What follows belongs to an exercise in optimizing a design on an open flow for small area, a short achievable clock period and few clock cycles per item; a production flow would make more cautious choices.
The RTL was checked by simulation tests, not by an equivalence proof against the original design.
Power and IR drop assume default switching activity.

==> v5: inputs <==
// btc
module btc (
    input  wire        clk,
    input  wire        rst,         
    input  wire        in_valid,
    output wire        in_ready,
    input  wire [15:0] in_data,
    output wire        out_valid,
    input  wire        out_ready,
    output wire [15:0] out_data
);
    localparam QD = 5;                  
    localparam [2:0] S_OK      = 3'd0;
    localparam [2:0] S_ALREADY = 3'd1;
    localparam [2:0] S_FULL    = 3'd2;
    localparam [2:0] S_EMPTY   = 3'd3;
    localparam [2:0] S_INVCAP  = 3'd4;
    localparam [2:0] S_ILLEGAL = 3'd5;
    localparam [2:0] S_NOBUF   = 3'd6;
    function [7:0] stcode;
        input [2:0] s;
        begin
            case (s)
                S_ALREADY: stcode = 8'h04;
                S_FULL:    stcode = 8'h05;
                S_EMPTY:   stcode = 8'h06;
                S_INVCAP:  stcode = 8'h0B;
                S_ILLEGAL: stcode = 8'h0C;
                S_NOBUF:   stcode = 8'h0D;
                default:   stcode = 8'h00;
            endcase
        end
    endfunction
    localparam [1:0] K_SIMPLE = 2'd0;   
  ...
export LEC_CHECK = 0
export CAP_MARGIN = 20
export CORE_MARGIN = 2
export CORE_UTILIZATION = 30
export SLEW_MARGIN = 20
create_clock -name core_clock -period 12.5 [get_ports {clk}]
run.sh (not shown) runs the stock make flow with config.mk's settings and CLKGATE_MAP_FILE= SYNTH_SCRIPT=/design/flow/synth_recipe.tcl, a recipe that flattens the netlist after the stock synthesis.
==> inputs of v26, as changes to v5 <==
--- a/flow/design.v
+++ b/flow/design.v
@@ -108,17 +108,19 @@
     wire [4:0]  a_fr   = hd[40:36];
     wire        a_v    = qv[0];
     reg  [2:0] a_ph;                    
     reg  [1:0] a_lane;
     reg  [4:0] a_cnt;
     reg  [3:0] a_rd;
-    reg [15:0] od;
+    reg [15:0] o0, o1;
+    reg  [1:0] ocnt;
     reg        ov;
-    assign out_data  = od;
+    assign out_data  = o0;
     assign out_valid = ov;
-    wire adv = ~ov | out_ready;
+    wire o_pop = ov & out_ready;
+    wire adv = ~ocnt[1];                
     reg        e_enq;
     reg  [1:0] e_kind;
     reg        e_cf;
     reg  [2:0] e_st;
     reg  [4:0] e_val;
     reg  [3:0] e_ptr;
@@ -312,12 +314,13 @@
         endcase
     end
     wire a_step = a_v & adv;
     wire a_done = a_step & g_last;
     wire f_pop = e_go;
     wire [1:0] fcnt_next = fcnt + {1'b0, in_fire} - {1'b0, f_pop};
+    wire [1:0] ocnt_next = ocnt + {1'b0, a_step} - {1'b0, o_pop};
     always @(posedge clk) begin
         if ((in_fire & ~f_pop & (fcnt == 2'd0)) | (in_fire & f_pop & (fcnt == 2'd1))) begin
             f0    <= in_data;
             f0_z  <= in_z;
             f0_hz <= in_hz;
         end else if (f_pop) begin
@@ -327,14 +330,18 @@
         end
         if (in_fire & ((fcnt == 2'd1 & ~f_pop) | (fcnt == 2'd2))) begin
             f1    <= in_data;
             f1_z  <= in_z;
             f1_hz <= in_hz;
         end
-        if (adv)
-            od <= g_word;
+        if ((a_step & ~o_pop & (ocnt == 2'd0)) | (a_step & o_pop & (ocnt == 2'd1)))
+            o0 <= g_word;
+        else if (o_pop)
+            o0 <= o1;
+        if (a_step & ((ocnt == 2'd1 & ~o_pop) | (ocnt == 2'd2)))
+            o1 <= g_word;
     end
     integer i;
     always @(posedge clk) begin
         if (rst) begin
             fcnt       <= 2'd0;
             in_ready_r <= 1'b0;
@@ -355,17 +362,18 @@
             rb_w       <= 4'd0;
             tb_h       <= 4'd0;
             tb_w       <= 4'd0;
             qv         <= {(QD+1){1'b0}};
             a_ph       <= 3'd0;
             ov         <= 1'b0;
+            ocnt       <= 2'd0;
         end else begin
             fcnt       <= fcnt_next;
             in_ready_r <= (fcnt_next != 2'd2);
-            if (adv)
-                ov <= a_v;
+            ocnt <= ocnt_next;
+            ov   <= (ocnt_next != 2'd0);
             tr_fin <= 1'b0;
             if (tr_fin) begin
                 tb_h   <= tb_h + tr_m[3:0];
                 tb_occ <= tb_occ - tr_m;
             end
             if (e_go) begin
==> results.txt <==
v26 finished clean. v5 completed with no timing, DRC or antenna violations. Critical path depth: v26 is lower than v5 (10). Of v5 and v26, v26 has the higher setup slack (gap 0.89 ns). Against v5, the core utilization of v26 is lower by 0.14 points. Global-route usage: v26 is higher than v5 (1.0 points). Against v5, the routed wire length of v26 is larger by 11%. Between v26 and v5, the lower final area is in v5 (gap about 1.8%, measured against v5).
Testbench counts of v5, summed over its fixed seeds: cycles 13,776, items 3,281.
Testbench counts of v26, summed over its fixed seeds: cycles 13,776, items 3,281.

========
==> try-violet: inputs <==
btc, a different RTL version from the one above (not shown whole).
export LEC_CHECK = 0
export CAP_MARGIN = 20
export CORE_MARGIN = 2
export CORE_UTILIZATION = 45
export SLEW_MARGIN = 20
create_clock -name core_clock -period 12.5 [get_ports {clk}]
standard.sh (not shown) runs the stock make flow with config.mk's settings and CLKGATE_MAP_FILE= SYNTH_SCRIPT=/design/flow/synth_recipe.tcl, a recipe that flattens the netlist after the stock synthesis.
==> flow/flow/run.sh <==
#!/bin/bash
set -euo pipefail
bash standard.sh \
  SETUP_SLACK_MARGIN=9 \
  "BUFFER_PORTS_ARGS=-buffer_cell sky130_fd_sc_hd__buf_4" \
  "CTS_ARGS=-sink_clustering_enable -repair_clock_nets -dont_use_dummy_load -sink_clustering_size 22 -sink_clustering_max_diameter 80" \
  finish > standard_flow.log 2>&1
==> try-indigo (differences from try-violet) <==
--- a/flow/design.v
+++ b/flow/design.v
@@ -39,22 +39,20 @@
     localparam [2:0] K_TBPOP  = 3'd6;   
     localparam [2:0] K_TBPEEK = 3'd7;   
     localparam DW = 12;                 
     localparam NQ = 2;                  
     reg [15:0] rbm [0:15];
-    reg  [3:0] rT;
     reg [15:0] tbm0 [0:15];
     reg [15:0] tbm1 [0:15];
     reg [15:0] tbm2 [0:15];
     reg [15:0] tbm3 [0:15];
     reg        rb_present, tb_present;
     reg  [4:0] rb_c, tb_c;              
     reg  [3:0] rb_h, rb_w, tb_h, tb_w;  
     reg  [4:0] rb_occ, tb_occ;          
     reg  [4:0] rb_pend, tb_pend;        
     reg  [4:0] rb_pf, tb_pf;            
-    reg  [4:0] rb_rl, tb_rl;            
     reg [15:0] f0, f1;
     reg        f0_z, f1_z;              
     reg        f0_hz, f1_hz;            
     reg  [1:0] fcnt;
     reg        in_ready_r;
@@ -126,16 +124,15 @@
     wire        a_v    = qv[0];
     reg  [2:0] a_ph;                    
     reg  [1:0] a_lane;
     reg  [4:0] a_cnt;
     reg [15:0] a_rd;                    
-    reg [15:0] a_trd;                   
     reg  [3:0] a_lo;                    
-    reg [15:0] o0, o1, od;
+    reg [15:0] o0, o1;
     reg  [1:0] ocnt;
     reg        ov;
-    assign out_data  = od;
+    assign out_data  = o0;
     assign out_valid = ov;
     wire o_pop = ov & out_ready;
     wire adv = ~ocnt[1];                
     reg        e_enq;
     reg  [2:0] e_kind;
@@ -171,24 +168,11 @@
     wire rbw_lo  = (pst == P_LO) & (cmd == C_RB_PUSH) & legal_hi & rb_present & ~rb_full;
     wire rbw_pay = (pst == P_PAY) & wb_on & (wb_left != 5'd0);
     wire e_rbw = rbw_lo | rbw_pay;
     wire e_tbw = (pst == P_PAY) & tp_on;
     wire rb_we = fv & e_rbw & rb_room;
-    reg [15:0] xd;
-    reg        xd_v;
-    reg  [1:0] xd_l;
-    reg  [3:0] xd_w;
-    wire [3:0]  tb_wt = tb_w - rT - 4'd1;       
-    wire        tb_al = ~(tb_wt[0] ^ pidx[0]);   
-    wire tb_ok  = tb_room & ~(xd_v & tb_al);
-    wire tb_go  = fv & e_tbw & tb_ok;            
-    wire tb_dir = tb_go & tb_al;                 
-    wire tb_toxd = tb_go & ~tb_al;               
-    wire        rw_en = tb_dir | xd_v;
-    wire [15:0] rw_d  = xd_v ? xd : x;
-    wire  [1:0] rw_l  = xd_v ? xd_l : pidx;
-    wire  [3:0] rw_p  = xd_v ? (xd_w - rT - 4'd1) : tb_wt;
+    wire tb_we = fv & e_tbw & tb_room;
     always @(*) begin
         e_enq  = 1'b0;
         e_kind = K_SIMPLE;
         e_val  = 5'd0;
         e_ptr  = {1'b0, S_OK};
@@ -275,11 +259,11 @@
             e_fr   = tr_ml;
         end
     end
     wire tr_last = (pst == P_PAY) & tr_on & (pidx == 2'd3);
     wire e_stall = (q_full & ((pst == P_LO) | tr_last)) | (nqv[NQ-1] & tr_last)
-                 | (e_rbw & ~rb_room) | (e_tbw & ~tb_ok);
+                 | (e_rbw & ~rb_room) | (e_tbw & ~tb_room);
     wire e_go = fv & ~e_stall;
     wire e_push = e_go & e_enq;
     wire [DW-1:0] e_desc = {e_ptr, e_val, e_kind};
     wire [24:0] e_cnt = {tr_ml, tb_np, tr_n};
     wire [4:0] an0 = a_n[4:0], an1 = a_n[9:5], an2 = a_n[14:10], an3 = a_n[19:15];
@@ -321,14 +305,14 @@
     always @(*) begin
         rb_rd = 16'd0;
         tb_rd = 16'd0;
         for (j = 0; j < 16; j = j + 1) begin
             rb_rd = rb_rd | ({16{rb_sel[j]}} & rbm[j]);
-            tb_rd = tb_rd | ({16{a_lo[0] & a_trd[j]}} & tbm0[j])
-                          | ({16{a_lo[1] & a_trd[j]}} & tbm1[j])
-                          | ({16{a_lo[2] & a_trd[j]}} & tbm2[j])
-                          | ({16{a_lo[3] & a_trd[j]}} & tbm3[j]);
+            tb_rd = tb_rd | ({16{a_lo[0] & a_rd[j]}} & tbm0[j])
+                          | ({16{a_lo[1] & a_rd[j]}} & tbm1[j])
+                          | ({16{a_lo[2] & a_rd[j]}} & tbm2[j])
+                          | ({16{a_lo[3] & a_rd[j]}} & tbm3[j]);
         end
     end
     reg [15:0] g_word;
     reg        g_last;
     always @(*) begin
@@ -358,11 +342,10 @@
     end
     wire a_step = a_v & adv;
     wire a_done = a_step & g_last;
     wire f_pop = e_go;
     wire [1:0] fcnt_next = fcnt + {1'b0, in_fire} - {1'b0, f_pop};
-    wire o0_ldg = (a_step & ~o_pop & (ocnt == 2'd0)) | (a_step & o_pop & (ocnt == 2'd1));
     wire [1:0] ocnt_next = ocnt + {1'b0, a_step} - {1'b0, o_pop};
     always @(posedge clk) begin
         if ((in_fire & ~f_pop & (fcnt == 2'd0)) | (in_fire & f_pop & (fcnt == 2'd1))) begin
             f0    <= in_data;
             f0_z  <= in_z;
@@ -375,15 +358,14 @@
         if (in_fire & ((fcnt == 2'd1 & ~f_pop) | (fcnt == 2'd2))) begin
             f1    <= in_data;
             f1_z  <= in_z;
             f1_hz <= in_hz;
         end
-        if (o0_ldg)
+        if ((a_step & ~o_pop & (ocnt == 2'd0)) | (a_step & o_pop & (ocnt == 2'd1)))
             o0 <= g_word;
         else if (o_pop)
             o0 <= o1;
-        od <= (ocnt_next == 2'd0) ? 16'd0 : (o0_ldg ? g_word : (o_pop ? o1 : o0));
         if (a_step & ((ocnt == 2'd1 & ~o_pop) | (ocnt == 2'd2)))
             o1 <= g_word;
     end
     integer i;
     always @(posedge clk) begin
@@ -401,12 +383,10 @@
             tb_occ     <= 5'd0;
             rb_pend    <= 5'd0;
             tb_pend    <= 5'd0;
             rb_pf      <= 5'd0;
             tb_pf      <= 5'd0;
-            rb_rl      <= 5'd0;
-            tb_rl      <= 5'd0;
             rb_h       <= 4'd0;
             rb_w       <= 4'd0;
             tb_h       <= 4'd0;
             tb_w       <= 4'd0;
             qv         <= {(QD+1){1'b0}};
@@ -522,14 +502,12 @@
                     end
                 endcase
             end
             rb_pf <= (e_push & ~e_tb) ? e_fr : 5'd0;
             tb_pf <= (e_push & e_tb) ? e_fr : 5'd0;
-            rb_rl <= (a_done & ~a_tb) ? a_fr : 5'd0;
-            tb_rl <= (a_done & a_tb) ? a_fr : 5'd0;
-            rb_pend <= rb_pend + rb_pf - rb_rl;
-            tb_pend <= tb_pend + tb_pf - tb_rl;
+            rb_pend <= rb_pend + rb_pf - ((a_done & ~a_tb) ? a_fr : 5'd0);
+            tb_pend <= tb_pend + tb_pf - ((a_done & a_tb) ? a_fr : 5'd0);
             qv <= qv_next;
             if (a_done)
                 a_ph <= 3'd0;
             else if (a_step) begin
                 case (a_ph)
@@ -607,42 +585,15 @@
         end
     end
     always @(posedge clk) begin
         if (rb_we)
             rbm[rb_w] <= x;
-    end
-    wire [15:0] rw_oh = 16'd1 << rw_p;
-    always @(posedge clk) begin
-        if (rst)
-            xd_v <= 1'b0;
-        else
-            xd_v <= tb_toxd;
-        if (tb_toxd) begin
-            xd   <= x;
-            xd_l <= pidx;
-            xd_w <= tb_w;
-        end
-    end
-    always @(posedge clk) begin
-        for (j = 0; j < 16; j = j + 1) begin
-            if ((j % 2 == 0) && rw_en && rw_l == 2'd0 && rw_oh[j]) tbm0[j] <= rw_d;
-            else tbm0[j] <= tbm0[(j + 1) % 16];
-            if ((j % 2 == 1) && rw_en && rw_l == 2'd1 && rw_oh[j]) tbm1[j] <= rw_d;
-            else tbm1[j] <= tbm1[(j + 1) % 16];
-            if ((j % 2 == 0) && rw_en && rw_l == 2'd2 && rw_oh[j]) tbm2[j] <= rw_d;
-            else tbm2[j] <= tbm2[(j + 1) % 16];
-            if ((j % 2 == 1) && rw_en && rw_l == 2'd3 && rw_oh[j]) tbm3[j] <= rw_d;
-            else tbm3[j] <= tbm3[(j + 1) % 16];
+        if (tb_we) begin
+            case (pidx)
+                2'd0: tbm0[tb_w] <= x;
+                2'd1: tbm1[tb_w] <= x;
+                2'd2: tbm2[tb_w] <= x;
+                default: tbm3[tb_w] <= x;
+            endcase
         end
     end
-    wire [3:0]  trd_ld = a_ptr - rT - 4'd1;
-    always @(posedge clk) begin
-        if (rst)
-            rT <= 4'd0;
-        else
-            rT <= rT + 4'd1;
-        if (a_step && (a_ph == 3'd1 || (a_ph == 3'd4 && a_cnt == 5'd1)))
-            a_trd <= 16'd1 << trd_ld;
-        else if (!(a_step && a_ph == 3'd4))
-            a_trd <= {a_trd[0], a_trd[15:1]};
-    end
 endmodule
==> flow/flow/run.sh (replaced) <==
#!/bin/bash
set -euo pipefail
bash standard.sh \
  SETUP_SLACK_MARGIN=9 \
  "BUFFER_PORTS_ARGS=-buffer_cell sky130_fd_sc_hd__buf_4" \
  "CTS_ARGS=-sink_clustering_enable -repair_clock_nets -sink_clustering_size 24 -buf_list sky130_fd_sc_hd__clkbuf_8 -dont_use_dummy_load" \
  finish > standard_flow.log 2>&1
- CORE_UTILIZATION: 45 -> 30
==> results.txt <==
Critical Path Max Stage Delay: 400 ps
Sw frac: 30.7%
Cells after Synth: 4356
Post-synthesis simple-gate area fraction: 6.58%
Iteration-0 DRC Markers: 6459
Met2 Wirelength: 109 mm
Power per cell area: 178 mW/mm²
Antenna violations before repair: 9
Status: timing/DRC/antenna clean
Clock Tree Root: clkbuf_8
FF-to-FF setup slack: 8720 ps
Layout cells sized above 1: 25.1%
Vias in the first global route: 42900
FF+latch count, synth: 1664
Beginning of the worst hold path: tr_n[14]$_DFFE_PP_
-- figures above: try-indigo

==> results.txt <==
Critical Path Max Stage Delay: 370 ps
Status: timing/DRC/antenna clean
Antenna violations before repair: 6
Beginning of the worst hold path: tbm0[8][1]$_DFF_P_
Met2 Wirelength: 97.4 mm
Cells along the critical path: buf_6
Sw frac: 32.3%
FF+latch count, synth: 1733
Clock Tree Root: clkbuf_16
Iteration-0 DRC Markers: 6161
Layout cells sized above 1: 14.3%
Post-synthesis simple-gate area fraction: 10.1%
Power per cell area: 168 mW/mm²
Met1 Use GR: 38.5%
FF-to-FF setup slack: 8910 ps
Vias in the first global route: 45200
-- figures above: try-violet

Testbench counts of try-violet, summed over its fixed seeds: cycles 13,462, items 3,281.
Testbench counts of try-indigo, summed over its fixed seeds: cycles 13,448, items 3,281.

========
==> trial 40: inputs <==
Another version of the RTL of btc (not shown whole).
==> flow/config.mk <==
export PLATFORM = sky130hd
export DESIGN_NAME = btc
export DESIGN_NICKNAME = btc
export VERILOG_FILES = /design/flow/design.v
export SDC_FILE = /design/flow/constraint.sdc
export NUM_CORES = 4
export LEC_CHECK = 0
export CAP_MARGIN = 20
export CORE_MARGIN = 2
export CORE_UTILIZATION = 30
export SLEW_MARGIN = 20
==> flow/constraint.sdc <==
create_clock -name core_clock -period 12.5 [get_ports {clk}]
set_input_delay 2.5000 -clock core_clock [delete_from_list [all_inputs] [get_ports {clk}]]
set_output_delay 2.5000 -clock core_clock [all_outputs]
set_load 0.01 [all_outputs]
==> flow/flow/run.sh <==
#!/bin/bash
set -euo pipefail
bash standard.sh \
  SETUP_SLACK_MARGIN=9 \
  "BUFFER_PORTS_ARGS=-buffer_cell sky130_fd_sc_hd__buf_4" \
  "CTS_ARGS=-sink_clustering_enable -repair_clock_nets -dont_use_dummy_load -sink_clustering_size 22 -sink_clustering_max_diameter 80" \
  finish > standard_flow.log 2>&1
==> trial 17 (differences from trial 40) <==
--- a/flow/design.v
+++ b/flow/design.v
@@ -37,15 +37,14 @@
     localparam [2:0] K_TBRB   = 3'd4;   
     localparam [2:0] K_FREETB = 3'd5;   
     localparam [2:0] K_TBPOP  = 3'd6;   
     localparam [2:0] K_TBPEEK = 3'd7;   
     localparam DW = 12;                 
     localparam NQ = 2;                  
     reg [15:0] rbm [0:15];
-    reg  [3:0] rT;
     reg [15:0] tbm0 [0:15];
     reg [15:0] tbm1 [0:15];
     reg [15:0] tbm2 [0:15];
     reg [15:0] tbm3 [0:15];
     reg        rb_present, tb_present;
     reg  [4:0] rb_c, tb_c;              
     reg  [3:0] rb_h, rb_w, tb_h, tb_w;  
@@ -124,15 +123,14 @@
         endcase
     end
     wire        a_v    = qv[0];
     reg  [2:0] a_ph;                    
     reg  [1:0] a_lane;
     reg  [4:0] a_cnt;
     reg [15:0] a_rd;                    
-    reg [15:0] a_trd;                   
     reg  [3:0] a_lo;                    
     reg [15:0] o0, o1;
     reg  [1:0] ocnt;
     reg        ov;
     assign out_data  = o0;
     assign out_valid = ov;
     wire o_pop = ov & out_ready;
@@ -169,28 +167,15 @@
     wire [4:0] tr_mnext = (pidx == 2'd0) ? tb_np : tr_ml;
     wire q_full = qv[QD-1];
     wire rbw_lo  = (pst == P_LO) & (cmd == C_RB_PUSH) & legal_hi & rb_present & ~rb_full;
     wire rbw_pay = (pst == P_PAY) & wb_on & (wb_left != 5'd0);
     wire e_rbw = rbw_lo | rbw_pay;
     wire e_tbw = (pst == P_PAY) & tp_on;
     wire rb_we = fv & e_rbw & rb_room;
-    reg [15:0] xd;
-    reg        xd_v;
-    reg  [1:0] xd_l;
-    reg  [3:0] xd_w;
-    wire [3:0]  tb_wt = tb_w - rT - 4'd1;       
-    wire        tb_al = ~(tb_wt[0] ^ pidx[0]);   
-    wire tb_ok  = tb_room & ~(xd_v & tb_al);
-    wire tb_go  = fv & e_tbw & tb_ok;            
-    wire tb_dir = tb_go & tb_al;                 
-    wire tb_toxd = tb_go & ~tb_al;               
-    wire        rw_en = tb_dir | xd_v;
-    wire [15:0] rw_d  = xd_v ? xd : x;
-    wire  [1:0] rw_l  = xd_v ? xd_l : pidx;
-    wire  [3:0] rw_p  = xd_v ? (xd_w - rT - 4'd1) : tb_wt;
+    wire tb_we = fv & e_tbw & tb_room;
     always @(*) begin
         e_enq  = 1'b0;
         e_kind = K_SIMPLE;
         e_val  = 5'd0;
         e_ptr  = {1'b0, S_OK};
         e_nq   = 1'b0;
         e_tb   = cmd[3];
@@ -273,15 +258,15 @@
             e_ptr  = tb_h;
             e_tb   = 1'b1;
             e_fr   = tr_ml;
         end
     end
     wire tr_last = (pst == P_PAY) & tr_on & (pidx == 2'd3);
     wire e_stall = (q_full & ((pst == P_LO) | tr_last)) | (nqv[NQ-1] & tr_last)
-                 | (e_rbw & ~rb_room) | (e_tbw & ~tb_ok);
+                 | (e_rbw & ~rb_room) | (e_tbw & ~tb_room);
     wire e_go = fv & ~e_stall;
     wire e_push = e_go & e_enq;
     wire [DW-1:0] e_desc = {e_ptr, e_val, e_kind};
     wire [24:0] e_cnt = {tr_ml, tb_np, tr_n};
     wire [4:0] an0 = a_n[4:0], an1 = a_n[9:5], an2 = a_n[14:10], an3 = a_n[19:15];
     wire [3:0] nz = {an3 != 5'd0, an2 != 5'd0, an1 != 5'd0, an0 != 5'd0};
     reg  [3:0] nz_after;
@@ -319,18 +304,18 @@
     reg [15:0] rb_rd, tb_rd;
     integer j;
     always @(*) begin
         rb_rd = 16'd0;
         tb_rd = 16'd0;
         for (j = 0; j < 16; j = j + 1) begin
             rb_rd = rb_rd | ({16{rb_sel[j]}} & rbm[j]);
-            tb_rd = tb_rd | ({16{a_lo[0] & a_trd[j]}} & tbm0[j])
-                          | ({16{a_lo[1] & a_trd[j]}} & tbm1[j])
-                          | ({16{a_lo[2] & a_trd[j]}} & tbm2[j])
-                          | ({16{a_lo[3] & a_trd[j]}} & tbm3[j]);
+            tb_rd = tb_rd | ({16{a_lo[0] & a_rd[j]}} & tbm0[j])
+                          | ({16{a_lo[1] & a_rd[j]}} & tbm1[j])
+                          | ({16{a_lo[2] & a_rd[j]}} & tbm2[j])
+                          | ({16{a_lo[3] & a_rd[j]}} & tbm3[j]);
         end
     end
     reg [15:0] g_word;
     reg        g_last;
     always @(*) begin
         g_word = 16'd0;
         g_last = 1'b0;
@@ -603,44 +588,17 @@
             else if (nq_pop && i < NQ-1)
                 nq[i] <= nq[(i < NQ-1) ? i+1 : i];
         end
     end
     always @(posedge clk) begin
         if (rb_we)
             rbm[rb_w] <= x;
-    end
-    wire [15:0] rw_oh = 16'd1 << rw_p;
-    always @(posedge clk) begin
-        if (rst)
-            xd_v <= 1'b0;
-        else
-            xd_v <= tb_toxd;
-        if (tb_toxd) begin
-            xd   <= x;
-            xd_l <= pidx;
-            xd_w <= tb_w;
-        end
-    end
-    always @(posedge clk) begin
-        for (j = 0; j < 16; j = j + 1) begin
-            if ((j % 2 == 0) && rw_en && rw_l == 2'd0 && rw_oh[j]) tbm0[j] <= rw_d;
-            else tbm0[j] <= tbm0[(j + 1) % 16];
-            if ((j % 2 == 1) && rw_en && rw_l == 2'd1 && rw_oh[j]) tbm1[j] <= rw_d;
-            else tbm1[j] <= tbm1[(j + 1) % 16];
-            if ((j % 2 == 0) && rw_en && rw_l == 2'd2 && rw_oh[j]) tbm2[j] <= rw_d;
-            else tbm2[j] <= tbm2[(j + 1) % 16];
-            if ((j % 2 == 1) && rw_en && rw_l == 2'd3 && rw_oh[j]) tbm3[j] <= rw_d;
-            else tbm3[j] <= tbm3[(j + 1) % 16];
+        if (tb_we) begin
+            case (pidx)
+                2'd0: tbm0[tb_w] <= x;
+                2'd1: tbm1[tb_w] <= x;
+                2'd2: tbm2[tb_w] <= x;
+                default: tbm3[tb_w] <= x;
+            endcase
         end
     end
-    wire [3:0]  trd_ld = a_ptr - rT - 4'd1;
-    always @(posedge clk) begin
-        if (rst)
-            rT <= 4'd0;
-        else
-            rT <= rT + 4'd1;
-        if (a_step && (a_ph == 3'd1 || (a_ph == 3'd4 && a_cnt == 5'd1)))
-            a_trd <= 16'd1 << trd_ld;
-        else if (!(a_step && a_ph == 3'd4))
-            a_trd <= {a_trd[0], a_trd[15:1]};
-    end
 endmodule
==> results.txt <==
run status=timing/DRC/antenna clean; row count=173; Num CTS Buffers=95; Overall Power=12.1 mW; antenna violations before repair=8
(the above is from trial 17)
==> results.txt <==
run status=timing/DRC/antenna clean; Overall Power=11.7 mW; Num CTS Buffers=91; 1st-iter DRT viols=6289; row count=170; die area=219000 um^2; nets=roughly 5.8k; Area Overhead vs Synth=13.0%
(the above is from trial 40)
Testbench counts of trial 40, summed over its fixed seeds: cycles 13,462, items 3,281.
Testbench counts of trial 17, summed over its fixed seeds: cycles 13,462, items 3,281.

[separate check: timing with driven ports]
No port has a modelled driver above. Below, the same layouts with a new extraction and two added sets of constraints. Step 1 assumes that a clkbuf_16 drives the clock port and a buf_2 every other input. Step 2, shift: input delay + t, output delay - t, t = (earliest + latest rising clock arrival at the registers) / 2. This alone moves slack from input paths to output paths. Three values: ideal ports, drivers, drivers and shift; two values: the first two.
run | t, ns | slack for setup (ns) | pins driven straight from the clock port
v5 | 0.878 | 6.392 / 6.447 / 5.569 | 1
v26 | 0.869 | 7.286 / 7.286 / 6.787 | 1
try-violet | 0.773 | 8.784 / 8.707 / 8.173 | 1
try-indigo | 1.089 | 8.410 / 8.332 / 7.898 | 1
trial 40 | 0.820 | 8.531 / 8.445 / 7.989 | 1
trial 17 | 0.801 | 8.686 / 8.600 / 8.112 | 1
After both steps setup and hold are still met in every run listed. For v5, which loses most, drivers alone change the setup slack by +0.055 ns; drivers and shift together by -0.823 ns.
